This is an optimization exercise on Yosys and OpenROAD, whose aim is small area, a short achievable clock period and few clock cycles per item, not a production implementation. Where RTL was checked, it was by simulation tests only, not by an equivalence proof against the original.

== P ==
## rxp_ctr_de
module rxp_ctr_de (
  input  wire         clk,
  input  wire         rst_n,
  input  wire         in_valid,
  output wire         in_ready,
  input  wire         in_first,
  input  wire [127:0] in_key,
  input  wire [127:0] in_iv,
  input  wire [127:0] in_data,
  output reg          out_valid,
  output reg  [127:0] out_data
);
For scale: ~1300 flip-flops, about 520 I/O pins, about 80000 sq um of cells after synthesis.
Settings: LEC_CHECK=0, CAP_MARGIN=20, CORE_MARGIN=2, CORE_UTILIZATION=35, PLACE_DENSITY=0.45, SETUP_SLACK_MARGIN=3.5, SLEW_MARGIN=20, TNS_END_PERCENT=0; clock period 6.0 ns.
run.sh (not shown) runs the stock make flow with config.mk's settings and CLKGATE_MAP_FILE= SYNTH_SCRIPT=/design/flow/synth_recipe.tcl, a recipe that flattens the netlist after the stock synthesis.
Testbench counts of P, summed over its fixed seeds: cycles 48,016, items 4,800.
## Diff of input files: Q against P
==> flow/config.mk <==
export PLATFORM = sky130hd
export DESIGN_NAME = rxp_ctr_de
export DESIGN_NICKNAME = rxp_ctr_de
export VERILOG_FILES = /design/flow/design.v
export SDC_FILE = /design/flow/constraint.sdc
export NUM_CORES = 4
export LEC_CHECK = 0
export CAP_MARGIN = 0
export CORE_MARGIN = 2
export CORE_UTILIZATION = 45
export PLACE_DENSITY = 0.5
export SETUP_SLACK_MARGIN = 3.5
export SLEW_MARGIN = 0
export TNS_END_PERCENT = 0
Results
Flip-flop and latch count: P vs Q, no meaningful difference
Q | stages: all done | timing, DRC, antenna: all pass
Slack of the critical path in Q is 0.071 ns above P.
Relative to P, share of the final layout cell area in multi-input gates increased by 0.72 points in Q.
Final critical path time including I/O delays and setup | Q below P
The higher final core utilization came out of Q.
Here is what was changed in the inputs of R compared with Q.
==> flow/config.mk <==
export PLATFORM = sky130hd
export DESIGN_NAME = rxp_ctr_de
export DESIGN_NICKNAME = rxp_ctr_de
export VERILOG_FILES = /design/flow/design.v
export SDC_FILE = /design/flow/constraint.sdc
export NUM_CORES = 4
export LEC_CHECK = 0
export CAP_MARGIN = 20
export CORE_MARGIN = 2
export CORE_UTILIZATION = 35
export PLACE_DENSITY = 0.45
export SETUP_SLACK_MARGIN = 3.8
export SLEW_MARGIN = 20
export TNS_END_PERCENT = 0
Notes after the runs:
Count of clock-buffer cells in the layout: R vs Q up about 2%. The total number of vias of Q and that of R are within noise of each other. Number of antenna diodes: R vs Q up 1.
[inputs] S vs R
-- flow/config.mk --
<<< R, line 9
export CORE_MARGIN = 2
export CORE_UTILIZATION = 35
export PLACE_DENSITY = 0.45
export SETUP_SLACK_MARGIN = 3.8
export SLEW_MARGIN = 20
>>> S, line 9
export CORE_MARGIN = 2
export CORE_UTILIZATION = 55
export PLACE_DENSITY = 0.65
export SETUP_SLACK_MARGIN = 3.5
export SLEW_MARGIN = 20
==> results.txt <==
- After detailed routing, R needs more wire than S.
- In the flow results for R and S, the arrival time reported for the critical path endpoint is smaller on S.
What T does differently from S at the input level:
-- flow/config.mk --
<<< S, line 9
export CORE_MARGIN = 2
export CORE_UTILIZATION = 55
export PLACE_DENSITY = 0.65
export SETUP_SLACK_MARGIN = 3.5
export SLEW_MARGIN = 20
export TNS_END_PERCENT = 0
>>> T, line 9
export CORE_MARGIN = 2
export CORE_UTILIZATION = 35
export PLACE_DENSITY = 0.45
export SETUP_SLACK_MARGIN = 3.0
export SLEW_MARGIN = 20
## What came out
T finished every stage and its layout cleared the timing, DRC and antenna checks. In the reports for S and T, the larger clock latency reported for the late side of the worst-skew pair belongs to T. Sequential share of layout area (higher): S. The lower count of placed standard cells in the final layout, fillers left out of S and T is in S. Summary of T over S: setup slack after placement went down; period utilization went down.

---

rxp_ctr_de again, from the RTL that the note above started with.
clock: 6.0 ns
lec_check: 0
cap_margin: 20
core_margin: 2
core_utilization: 45
place_density: 0.55
setup_slack_margin: 3.5
slew_margin: 20
tns_end_percent: 0
Testbench counts at the start, summed over its fixed seeds: cycles 48,016, items 4,800.
Edit:
Settings changed: CAP_MARGIN 20 to 0, SLEW_MARGIN 20 to 0.
Effect: Cell area came out higher by 0.76%; sequential cell count stays the same; worst hold slack improved by 0.0062 ns; core utilization rose by 0.43 points; setup slack gets better by 0.052 ns; synthesized area stays the same.

---

rxp_ctr_de, a different RTL version from the one above (not shown whole).
Size: roughly 520 I/O pins, about 70,000 µm² of cells after synthesis.
export LEC_CHECK = 0
export CAP_MARGIN = 20
export CORE_MARGIN = 2
export CORE_UTILIZATION = 35
export PLACE_DENSITY = 0.45
export SLEW_MARGIN = 20
create_clock -name core_clock -period 6.0 [get_ports {clk}]
The first run completed without violations.
Edit:
--- a/flow/config.mk
+++ b/flow/config.mk
@@ -11,0 +12 @@
+export SETUP_SLACK_MARGIN = 1.0
Result: Final area is higher by about 18%. Register-to-register slack improves by 0.63 ns. Critical path depth is higher by 2. Clock-buffer cell count is higher by 9. Hold slack stays flat. Setup slack improves by 0.63 ns.
Edit:
--- a/flow/config.mk
+++ b/flow/config.mk
@@ -12 +12 @@
-export SETUP_SLACK_MARGIN = 1.0
+export SETUP_SLACK_MARGIN = 2.0
Outcome: Critical path depth came out higher by 1; via count came out higher by 3.5%; worst setup slack gets better by 0.0038 ns; count of clock-buffer cells in the layout came out lower by 7; first-iteration DRC count came out lower by 6.9%; non-clock buffer count came out higher by 393.
No functional check of the RTL was part of any run of this note.

---

RTL: one of the versions met above, not the one the previous note started from.
For scale: roughly 8100 cells after synthesis, roughly 1300 flip-flops, ~80000 µm² of cells after synthesis.
## rxp_ctr_de
module rxp_ctr_de (
  input  wire         clk,
  input  wire         rst_n,
  input  wire         in_valid,
  output wire         in_ready,
  input  wire         in_first,
  input  wire [127:0] in_key,
  input  wire [127:0] in_iv,
  input  wire [127:0] in_data,
  output reg          out_valid,
  output reg  [127:0] out_data
);
Settings: LEC_CHECK=0, CAP_MARGIN=20, CORE_MARGIN=2, CORE_UTILIZATION=35, PLACE_DENSITY=0.45, SETUP_SLACK_MARGIN=3.0, SLEW_MARGIN=20, TNS_END_PERCENT=0; clock period 6.0 ns.
The baseline ran to the end with no violations.
Testbench counts at the start, summed over its fixed seeds: cycles 48,016, items 4,800.
==> next run, changes <==
Settings changed: CAP_MARGIN 20 to 0, CORE_UTILIZATION 35 to 45, CTS_BUF_LIST set to sky130_fd_sc_hd__clkbuf_4 sky130_fd_sc_hd__clkbuf_8, PLACE_DENSITY 0.45 to 0.55, SETUP_SLACK_MARGIN 3.0 to 3.5, SLEW_MARGIN 20 to 0.
=>
- The changed run ran to the end with no violations
- via count went up by 1.7%
- core utilization climbs by 13 points
- worst setup slack improved by 0.19 ns
- non-clock buffer count grows by 60
==> next run, changes <==
Settings changed: CTS_BUF_LIST sky130_fd_sc_hd__clkbuf_4 sky130_fd_sc_hd__clkbuf_8 to not set, PLACE_DENSITY 0.55 to 0.65.
Final area stays flat.
First-iteration DRC count climbs by 12%.
Die area stays the same.
Clock skew falls by 0.018 ns.
Non-clock buffer count goes up by 25.
Routed wire length came out lower by 2.2%.
Count of clock-buffer cells in the layout came out lower by 127.
Sequential share of layout area goes down by 0.12 points.
==> next run, changes <==
Settings changed: CAP_MARGIN 0 to 20, CORE_UTILIZATION 45 to 35, PLACE_DENSITY 0.65 to 0.45, SETUP_SLACK_MARGIN 3.5 to 2.7, SLEW_MARGIN 0 to 20, TNS_END_PERCENT 0 to not set.
Synthesized area is unchanged.
Die area is higher by 28%.
Worst hold slack degrades by 0.0073 ns.
Sequential share of layout area stays flat.
Register-to-register slack degrades by 0.20 ns.
Maximum frequency is lower by 6.0%.
Final area is lower by 0.75%.
Clock-buffer cell count is higher by 14.
Final cell count is higher by 5.5%.
==> next run, changes <==
Settings changed: SETUP_SLACK_MARGIN 2.7 to 3.2, TNS_END_PERCENT set to 0.
Effect: The changed run finished clean. Final cell count climbs by 0.52%. Non-clock buffer count climbs by 55. Setup slack gets better by 0.13 ns. Via count climbs by 0.88%.

---

rxp_ctr_de, a different RTL version from the one above (not shown whole).
For scale: roughly 1300 flip-flops, ~520 I/O pins, about 85000 sq um of cells after synthesis.
export LEC_CHECK = 0
export CAP_MARGIN = 20
export CORE_MARGIN = 2
export CORE_UTILIZATION = 35
export PLACE_DENSITY = 0.45
export SETUP_SLACK_MARGIN = 2.4
export SLEW_MARGIN = 20
create_clock -name core_clock -period 6.0 [get_ports {clk}]
==> next run, changes <==
--- a/flow/config.mk
+++ b/flow/config.mk
@@ -9,5 +9,6 @@
 export CORE_MARGIN = 2
 export CORE_UTILIZATION = 35
+export GPL_TIMING_DRIVEN = 0
 export PLACE_DENSITY = 0.45
-export SETUP_SLACK_MARGIN = 2.4
+export SETUP_SLACK_MARGIN = 2.7
 export SLEW_MARGIN = 20
What happened:
- utilization went up by 3.4 points
- synthesized cell count does not change
- synthesized area does not change
- die area is unchanged
- cell count went up by 5.1%
- worst setup slack improves by 230 ps
- clock-buffer cell count went down by 5
- non-clock buffer count went up by 599
==> next run, changes <==
--- a/flow/config.mk
+++ b/flow/config.mk
@@ -9,5 +9,4 @@
 export CORE_MARGIN = 2
 export CORE_UTILIZATION = 35
-export GPL_TIMING_DRIVEN = 0
 export PLACE_DENSITY = 0.45
 export SETUP_SLACK_MARGIN = 2.7
The changed run produced a layout that fails on antenna violations.
Clock skew grows by 17 ps.
Worst hold slack got worse by 7.5 ps.
Setup slack improved by 46 ps.
Area after synthesis stays the same.
Final cell count shrinks by 3.5%.
No run of this note included a check of the RTL's function; only the layout flow was run.

---

rxp_ctr_de, a different RTL version from the one above (not shown whole).
Size in the first run: roughly 8900 cells after synthesis, ~1300 flip-flops, about 520 I/O pins, about 87000 sq um of cells after synthesis.
clock: 6.0 ns
lec_check: 0
cap_margin: 20
core_margin: 2
core_utilization: 35
place_density: 0.45
setup_slack_margin: 3.3
slew_margin: 20
Rerun with:
Settings changed: SETUP_SLACK_MARGIN 3.3 to 3.0.
The new run completed with no timing, DRC or antenna violations. Non-clock buffer count went down by 477. Via count came out lower by 3.7%. Wire length drops by 4.4%. Final area drops by 8.2%. Setup slack improved by 150 ps. Worst hold slack barely changes.
No run of this note included a check of the RTL's function; only the layout flow was run.

==> separate check: timing with driven ports <==
In the flow no input, the clock included, has a driving cell. The finished layouts below were timed again as built, in two steps.
Step 1 assumes that a clkbuf_16 drives the clock port and a buf_2 every other input.
Step 2 times the ports against the registers' clock, not the clock port: input delays grow and output delays shrink by t, the midpoint of the rising clock arrivals with the driver on.
a / b / c = ideal ports / drivers / drivers and shift; a / b = the first two.
| run | t (ns) | setup WS [ns] | hold WS [ns] | worst register clock-pin slew, ns |
|---|---|---|---|---|
| P | 0.916 | 2.874 / 2.874 / 2.190 | 0.316 / 0.316 / 0.316 | 0.07 / 0.07 |
| Q | 0.883 | 2.945 / 2.945 / 2.325 | 0.322 / 0.322 / 0.322 | 0.07 / 0.07 |
| R | 0.916 | 2.874 / 2.874 / 2.190 | 0.316 / 0.316 / 0.316 | 0.07 / 0.07 |
| S | 0.879 | 2.853 / 2.853 / 2.482 | 0.311 / 0.311 / 0.311 | 0.07 / 0.07 |
| T | 0.905 | 2.955 / 2.955 / 2.203 | 0.317 / 0.317 / 0.317 | 0.07 / 0.07 |
| the first run of note 2 | 0.880 | 2.843 / 2.843 / 2.304 | 0.312 / 0.312 / 0.312 | 0.07 / 0.07 |
| the second run of note 2 | 0.879 | 2.895 / 2.895 / 2.378 | 0.318 / 0.318 / 0.318 | 0.07 / 0.07 |
| the first run of note 3 | 0.837 | 0.236 / 0.236 / 0.236 | 0.467 / 0.467 / 0.467 | 0.08 / 0.08 |
| the second run of note 3 | 0.829 | 0.868 / 0.868 / 0.868 | 0.467 / 0.467 / 0.467 | 0.07 / 0.07 |
| the third run of note 3 | 0.829 | 0.872 / 0.872 / 0.872 | 0.473 / 0.473 / 0.473 | 0.07 / 0.07 |
| the first run of note 4 | 0.911 | 2.722 / 2.722 / 2.180 | 0.319 / 0.319 / 0.319 | 0.07 / 0.07 |
| the second run of note 4 | 1.035 | 2.908 / 2.908 / 2.334 | 0.311 / 0.311 / 0.311 | 0.08 / 0.08 |
| the third run of note 4 | 0.892 | 2.910 / 2.910 / 2.293 | 0.323 / 0.323 / 0.323 | 0.07 / 0.07 |
| the fourth run of note 4 | 0.892 | 2.714 / 2.681 / 2.271 | 0.316 / 0.316 / 0.316 | 0.07 / 0.07 |
| the fifth run of note 4 | 0.913 | 2.841 / 2.841 / 2.175 | 0.318 / 0.318 / 0.318 | 0.07 / 0.07 |
| the first run of note 5 | 0.921 | 2.437 / 2.435 / 1.514 | 0.316 / 0.316 / 0.316 | 0.07 / 0.07 |
| the second run of note 5 | 0.920 | 2.664 / 2.632 / 1.712 | 0.321 / 0.321 / 0.321 | 0.07 / 0.07 |
| the third run of note 5 | 0.943 | 2.710 / 2.656 / 1.713 | 0.313 / 0.313 / 0.313 | 0.07 / 0.07 |
| the first run of note 6 | 0.895 | 2.577 / 2.520 / 1.625 | 0.313 / 0.313 / 0.313 | 0.07 / 0.07 |
| the second run of note 6 | 0.927 | 2.729 / 2.669 / 1.741 | 0.315 / 0.315 / 0.315 | 0.07 / 0.07 |
The setup slack of the third run of note 5, which loses most, moves by -0.054 ns with the drivers and by -0.997 ns with both steps.
